This design comes from an exercise in tuning for small area on the open sky130 flow, not from production work. Function was checked by simulation only, so behaviour that the tests miss may differ from the original. Power figures rest on the tool's default switching activity, not on a simulated workload.

## sierra
==> flow/design.v (excerpt) <==
module klt_block (
    input  wire        clk,
    input  wire        rst,
    input  wire [3:0]  col_n,
    input  wire        led_ready,
    output wire [3:0]  row_n,
    output wire        led_valid,
    output wire [31:0] led_word,
    output wire        pwm_out,
    output wire        reboot_req,
    output wire        log_valid,
    output wire [4:0]  log_code
);
    localparam [3:0] S_RST  = 4'b0000, S_DISP = 4'b0001, S_EMIT = 4'b0010, S_HALT = 4'b0011,
                     S_SET1 = 4'b0100, S_SET2 = 4'b0101, S_COL  = 4'b0110, S_REL  = 4'b0111,
                     S_TON  = 4'b1000, S_TGAP = 4'b1001, S_HOLD = 4'b1010, S_IDLE = 4'b1011;
    localparam [8:0] P0 = 9'b000000011;      
    localparam [5:0] S0 = 6'b011110;      
    reg [3:0]  ph;
    reg [10:0] pws;      
    reg        pwh;      
    reg [3:0]  sync1;
    reg        sync2;    
    reg [8:0]  psc;
    reg [5:0]  sub;
    reg [1:0]  kr, kc;
    reg [3:0]  apc;
    wire       waiting = ph[3] & ~ph[2];
    wire       pwrap   = ~psc[1] & psc[2] & psc[3] & ~psc[4] & ~psc[6] & psc[7] & psc[8];    
    wire       u1      = ~sub[1];     
    wire       u2      = sub[0];     
    wire       u3      = ~sub[3];     
    wire       u9      = sub[0] & sub[1];     
    wire       u59     = sub[0] & ~sub[1] & sub[2] & ~sub[3] & ~sub[4] & ~sub[5];    
    wire       plast   = sub[0] & sub[1] & sub[4];    
    wire [3:0] key     = {kr, kc};
    wire       col_now = sync2;
    wire       mel     = apc[3];
    wire k0    = (key == 4'd0);
    wire kZ    = (key == 4'd13);
  ...
Size in the first run: about 52 I/O pins, ~0.0022 mm² of cells after synthesis.
==> module klt_block, before the edit <==
module klt_block (
    input  wire        clk,
    input  wire        rst,
    input  wire [3:0]  col_n,
    input  wire        led_ready,
    output wire [3:0]  row_n,
    output wire        led_valid,
    output wire [31:0] led_word,
    output wire        pwm_out,
    output wire        reboot_req,
    output wire        log_valid,
    output wire [4:0]  log_code
);
    localparam [3:0] S_RST  = 4'b0000, S_DISP = 4'b0001, S_EMIT = 4'b0010, S_HALT = 4'b0011,
                     S_SET1 = 4'b0100, S_SET2 = 4'b0101, S_COL  = 4'b0110, S_REL  = 4'b0111,
                     S_TON  = 4'b1000, S_TGAP = 4'b1001, S_HOLD = 4'b1010, S_IDLE = 4'b1011;
    localparam [8:0] P0 = 9'b000000011;      
    localparam [5:0] S0 = 6'b011110;      
    reg [3:0]  ph;
    reg [10:0] pws;      
    reg        pwh;      
    reg [3:0]  sync1;
    reg        sync2;    
    reg [8:0]  psc;
    reg [5:0]  sub;
    reg [1:0]  kr, kc;
    reg [3:0]  apc;
    wire       waiting = ph[3] & ~ph[2];
    wire       pwrap   = ~psc[1] & psc[2] & psc[3] & ~psc[4] & ~psc[6] & psc[7] & psc[8];    
    wire       u1      = ~sub[1];     
    wire       u2      = sub[0];     
    wire       u3      = ~sub[3];     
    wire       u9      = sub[0] & sub[1];     
    wire       u59     = sub[0] & ~sub[1] & sub[2] & ~sub[3] & ~sub[4] & ~sub[5];    
    wire       plast   = sub[0] & sub[1] & sub[4];    
    wire [3:0] key     = {kr, kc};
    wire       col_now = sync2;
    wire       mel     = apc[3];
    wire k0    = (key == 4'd0);
    wire kZ    = (key == 4'd13);
    wire kfill = kc[1] & (kc[0] | (kr[1] & kr[0]));       
    wire h_k0  = ~kr[0] & ~kc[0];                          
    wire h_kZ  = kc[0] & ~kc[1];                           
    reg tdone;
    always @(*) begin
        case (ph)
            S_TON:   tdone = pwrap & (mel ? u9 : u3);
            S_TGAP:  tdone = pwrap & (mel ? u2 : u3);
            S_HOLD:  tdone = (pwrap & (h_k0 ? u59 : u1)) | ~(h_k0 | h_kZ);    
            default: tdone = pwrap & u1;                                      
        endcase
    end
    wire gbit = (sub[3] & sub[4] & ~apc[1]) |
                 (~sub[0] & sub[1] & ~sub[4] & apc[1]) |
                 (~sub[2] & ~sub[3] & ~sub[4] & sub[5] & apc[1]) |
                 (sub[0] & ~sub[4] & ~sub[5] & ~apc[1]) |
                 (~sub[3] & sub[5] & ~apc[0] & ~apc[1]) |
                 (sub[3] & sub[4] & sub[5] & apc[2]) |
                 (sub[1] & ~sub[4] & ~apc[2]) |
                 (sub[1] & sub[4] & sub[5] & apc[2]) |
                 (sub[0] & sub[1] & ~sub[4] & ~apc[0]) |
                 (~sub[1] & ~sub[3] & sub[5] & ~apc[2]) |
                 (~sub[1] & ~sub[2] & sub[3] & apc[0] & ~apc[1]) |
                 (~sub[0] & sub[3] & sub[4] & ~sub[5] & ~apc[2]) |
                 (sub[2] & sub[5] & ~apc[1]) |
                 (sub[2] & sub[3] & ~apc[0] & ~apc[1]) |
                 (sub[2] & sub[3] & ~sub[4] & ~apc[2]) |
                 (sub[0] & sub[2] & sub[4] & apc[0] & apc[2]) |
                 (sub[0] & ~sub[1] & ~sub[4] & ~sub[5] & apc[0] & apc[2]);
    wire e_gw  = kr[1] & kr[0];                            
    wire e_g   = kr[1] & kr[0] & kc[0];                    
    wire e_w   = kr[1] & ~kc[0];                           
    wire e_b   = ~kr[1] & kr[0];                           
    wire e_r   = ~kr[0] & (kr[1] | (~kc[0] & gbit));       
    assign led_word = {1'b0, e_gw, {6{e_g}},
                       1'b0, e_r, e_r | e_w, {5{e_r}},
                       {3{e_b}}, e_b | e_w, {4{e_b}},
                       8'h00};
    assign led_valid  = (ph == S_EMIT);
    assign pwm_out    = (ph == S_TON) & ~pwh;
    assign reboot_req = (ph == S_HALT);
    assign log_valid  = (ph == S_DISP) & apc[0] & ~apc[1] & ~apc[2];
    assign log_code   = {1'b1, kr, kc};
    assign row_n      = (ph[3:2] == 2'b01) ? ~(4'b0001 << kr) : 4'b1111;
    wire scan_go = (ph == S_RST) || (ph == S_IDLE && tdone);
    reg [1:0] kc_n;
    always @(*) begin
        kc_n = kc;
        if (scan_go) kc_n = 2'd0;
        else if (ph == S_COL && col_now) kc_n = kc + 2'd1;
    end
    wire pwz = (pws[9:0] == 10'd0);
    always @(posedge clk) begin
        sync1 <= col_n;
        sync2 <= sync1[kc_n];
        kc    <= kc_n;
        if (!waiting || pwrap) psc <= P0;
        else                   psc <= {psc[7:0], psc[3] ^ psc[8]};
        if (!(waiting || ph == S_EMIT) || (waiting && tdone) || (ph == S_EMIT && led_ready && plast))
            sub <= S0;
        else if ((waiting && pwrap) || (ph == S_EMIT && led_ready))
            sub <= {sub[4:0], sub[0] ^ sub[5]};
        if (rst) begin
            ph  <= S_RST;
            pws <= 11'd0;
            pwh <= 1'b0;
        end else begin
            pws <= {pws[9:0], pws[10] ^ pws[8] ^ pwz};
            if (pws[10] & pwz) pwh <= ~pwh;
            case (ph)
                S_RST, S_IDLE: begin
                    if (scan_go) begin
                        kr <= 2'd0;
                        ph <= S_SET1;
                    end
                end
                S_SET1: ph <= S_SET2;
                S_SET2: ph <= S_COL;
                S_COL: begin
                    if (!col_now) begin
                        ph <= S_REL;
                    end else if (kc == 2'd3) begin
                        if (kr == 2'd3) begin
                            ph  <= S_IDLE;
                        end else begin
                            kr  <= kr + 2'd1;
                            ph  <= S_SET1;
                        end
                    end
                end
                S_REL: begin
                    if (col_now) begin
                        apc <= 4'd1;
                        ph  <= S_DISP;
                    end
                end
                S_DISP: begin
                    if (k0) begin
                        if (apc[3] | (apc[0] & ~apc[1] & ~apc[2]))
                            ph <= S_TON;                       
                        else if (~apc[0] & ~apc[2] & ~apc[3])
                            ph <= S_IDLE;                      
                        else
                            ph <= S_EMIT;                      
                    end else if (kfill & apc[0]) begin
                        ph <= S_EMIT;
                    end else if (kZ) begin
                        ph <= apc[0] ? S_HOLD : S_HALT;        
                    end else begin
                        ph <= S_IDLE;
                    end
                end
                S_TON: begin
                    if (tdone) begin
                        ph  <= S_TGAP;
                    end
                end
                S_TGAP: begin
                    if (tdone) begin
                        apc <= apc + 4'd1;
                        if (apc == 4'd2 || apc == 4'd15) begin
                            ph  <= S_DISP;
                        end else begin
                            ph  <= S_TON;
                        end
                    end
                end
                S_EMIT: begin
                    if (led_ready) begin
                        if (plast) ph <= S_HOLD;
                    end
                end
                S_HOLD: begin
                    if (tdone) begin
                        apc <= apc + 4'd1;
                        ph  <= S_DISP;
                    end
                end
                default: ;
            endcase
        end
    end
endmodule
==> flow/config.mk <==
export PLATFORM = sky130hd
export DESIGN_NAME = klt_block
export DESIGN_NICKNAME = klt_block
export VERILOG_FILES = /design/flow/design.v
export SDC_FILE = /design/flow/constraint.sdc
export NUM_CORES = 4
export LEC_CHECK = 0
export CAP_MARGIN = 20
export CORE_MARGIN = 2
export CORE_UTILIZATION = 40
export SLEW_MARGIN = 20
==> flow/constraint.sdc <==
create_clock -name core_clock -period 10.0 [get_ports {clk}]
set_input_delay 2.0000 -clock core_clock [delete_from_list [all_inputs] [get_ports {clk}]]
set_output_delay 2.0000 -clock core_clock [all_outputs]
set_load 0.01 [all_outputs]
standard.sh (not shown) runs the stock make flow with config.mk's settings and CLKGATE_MAP_FILE= SYNTH_SCRIPT=/design/flow/synth_recipe.tcl, a recipe that flattens the netlist after the stock synthesis.
==> flow/flow/run.sh <==
#!/bin/bash
# The standard layout (standard.sh, which writes the ORFS logs under
# orfs/logs), with these changes; make's own output goes to standard.log.
#  - Synthesis maps the logic for area: ABC runs flow/abc.script (deep AIG
#    optimisation, then area-oriented mapping) instead of ORFS's speed script,
#    and no adder cells are mapped (the design has no arithmetic). Registers
#    are mapped exactly as in the standard synthesis.
#  - Port buffers are the smallest buffer (buf_1) instead of a delay cell.
#  - Tie cells are not split per load (SKIP_REPAIR_TIE_FANOUT): one tie
#    cell drives all constant-0 outputs.
#  - Clock tree: sinks clustered under clkbuf_8 buffers, no dummy loads.
set -e
W=$PWD
mkdir -p "$W/scripts"
for f in "$FLOW_HOME"/scripts/*; do ln -sf "$f" "$W/scripts/"; done
rm -f "$W/scripts/abc_speed.script"
cp "$W/flow/abc.script" "$W/scripts/abc_speed.script"
export BUFFER_PORTS_ARGS="-buffer_cell sky130_fd_sc_hd__buf_1"
export CTS_ARGS="-sink_clustering_enable -repair_clock_nets -sink_clustering_size 100 -sink_clustering_max_diameter 500 -buf_list sky130_fd_sc_hd__clkbuf_8 -dont_use_dummy_load"
export SKIP_REPAIR_TIE_FANOUT=1
bash standard.sh SCRIPTS_DIR="$W/scripts" ADDER_MAP_FILE= finish > standard.log 2>&1
==> flow/flow/abc.script <==
&get -n
&st
&deepsyn -T 20
&dch -f
&nf -a -p -R 1000
&put
topo
dnsize -c
For yarrow, these inputs were changed with respect to sierra:
-- flow/design.v --
<<< sierra, line 20
    reg [10:0] pws;      
    reg        pwh;      
    reg [3:0]  sync1;
    reg        sync2;    
    reg [8:0]  psc;
>>> yarrow, line 20
    reg [10:0] pws;      
    reg        pwh;      
    reg        sync1a;   
    reg        sync1b;   
    reg        sync2;    
    reg [8:0]  psc;
<<< sierra, line 92
    wire pwz = (pws[9:0] == 10'd0);
    always @(posedge clk) begin
        sync1 <= col_n;
        sync2 <= sync1[kc_n];
        kc    <= kc_n;
        if (!waiting || pwrap) psc <= P0;
>>> yarrow, line 93
    wire pwz = (pws[9:0] == 10'd0);
    always @(posedge clk) begin
        sync1a <= col_n[kc_n];
        sync1b <= col_n[kc_n + 2'd1];
        sync2  <= (kc_n == kc) ? sync1a : sync1b;
        kc    <= kc_n;
        if (!waiting || pwrap) psc <= P0;
The last weighted congestion value of the routability-driven placer of yarrow exceeds that of sierra by about 2.3%. Route | yarrow vs sierra | wire longer in yarrow. Going from sierra to yarrow, power share of the combinational group shrinks by 0.7 points. Compared with sierra, in yarrow vertical die dimension stayed essentially flat; leakage power fell by 0.55%; maximum clock frequency rose by 2.2%.

afterwards: timing with drivers on the ports:
Ports are ideal in the flow. The routed layouts listed here were re-timed in OpenROAD. Step 1 sets driving cells, clkbuf_16 on the clock port and buf_2 on the other inputs (assumed; they add their load-dependent delay and slew). Step 2 adds t to the input delays and takes it off the output delays; t is the mean of the earliest and latest rising clock arrival at the registers after step 1. Input paths then give back, and output paths get back, about the clock's delay inside the block. Slacks: no drivers / after step 1 / after step 2; pairs: no drivers / after step 1.
run | t (ns) | setup slack, ns | hold slack, ns | worst setup path at the end | slew at the worst register clock pin (ns)
sierra | 0.311 | 5.902 / 5.875 / 6.187 | 0.425 / 0.425 / 0.425 | register to output | 0.08 / 0.08
yarrow | 0.317 | 5.990 / 5.960 / 6.215 | 0.410 / 0.410 / 0.410 | input to register | 0.08 / 0.08
After both steps setup and hold are still met in every run listed.
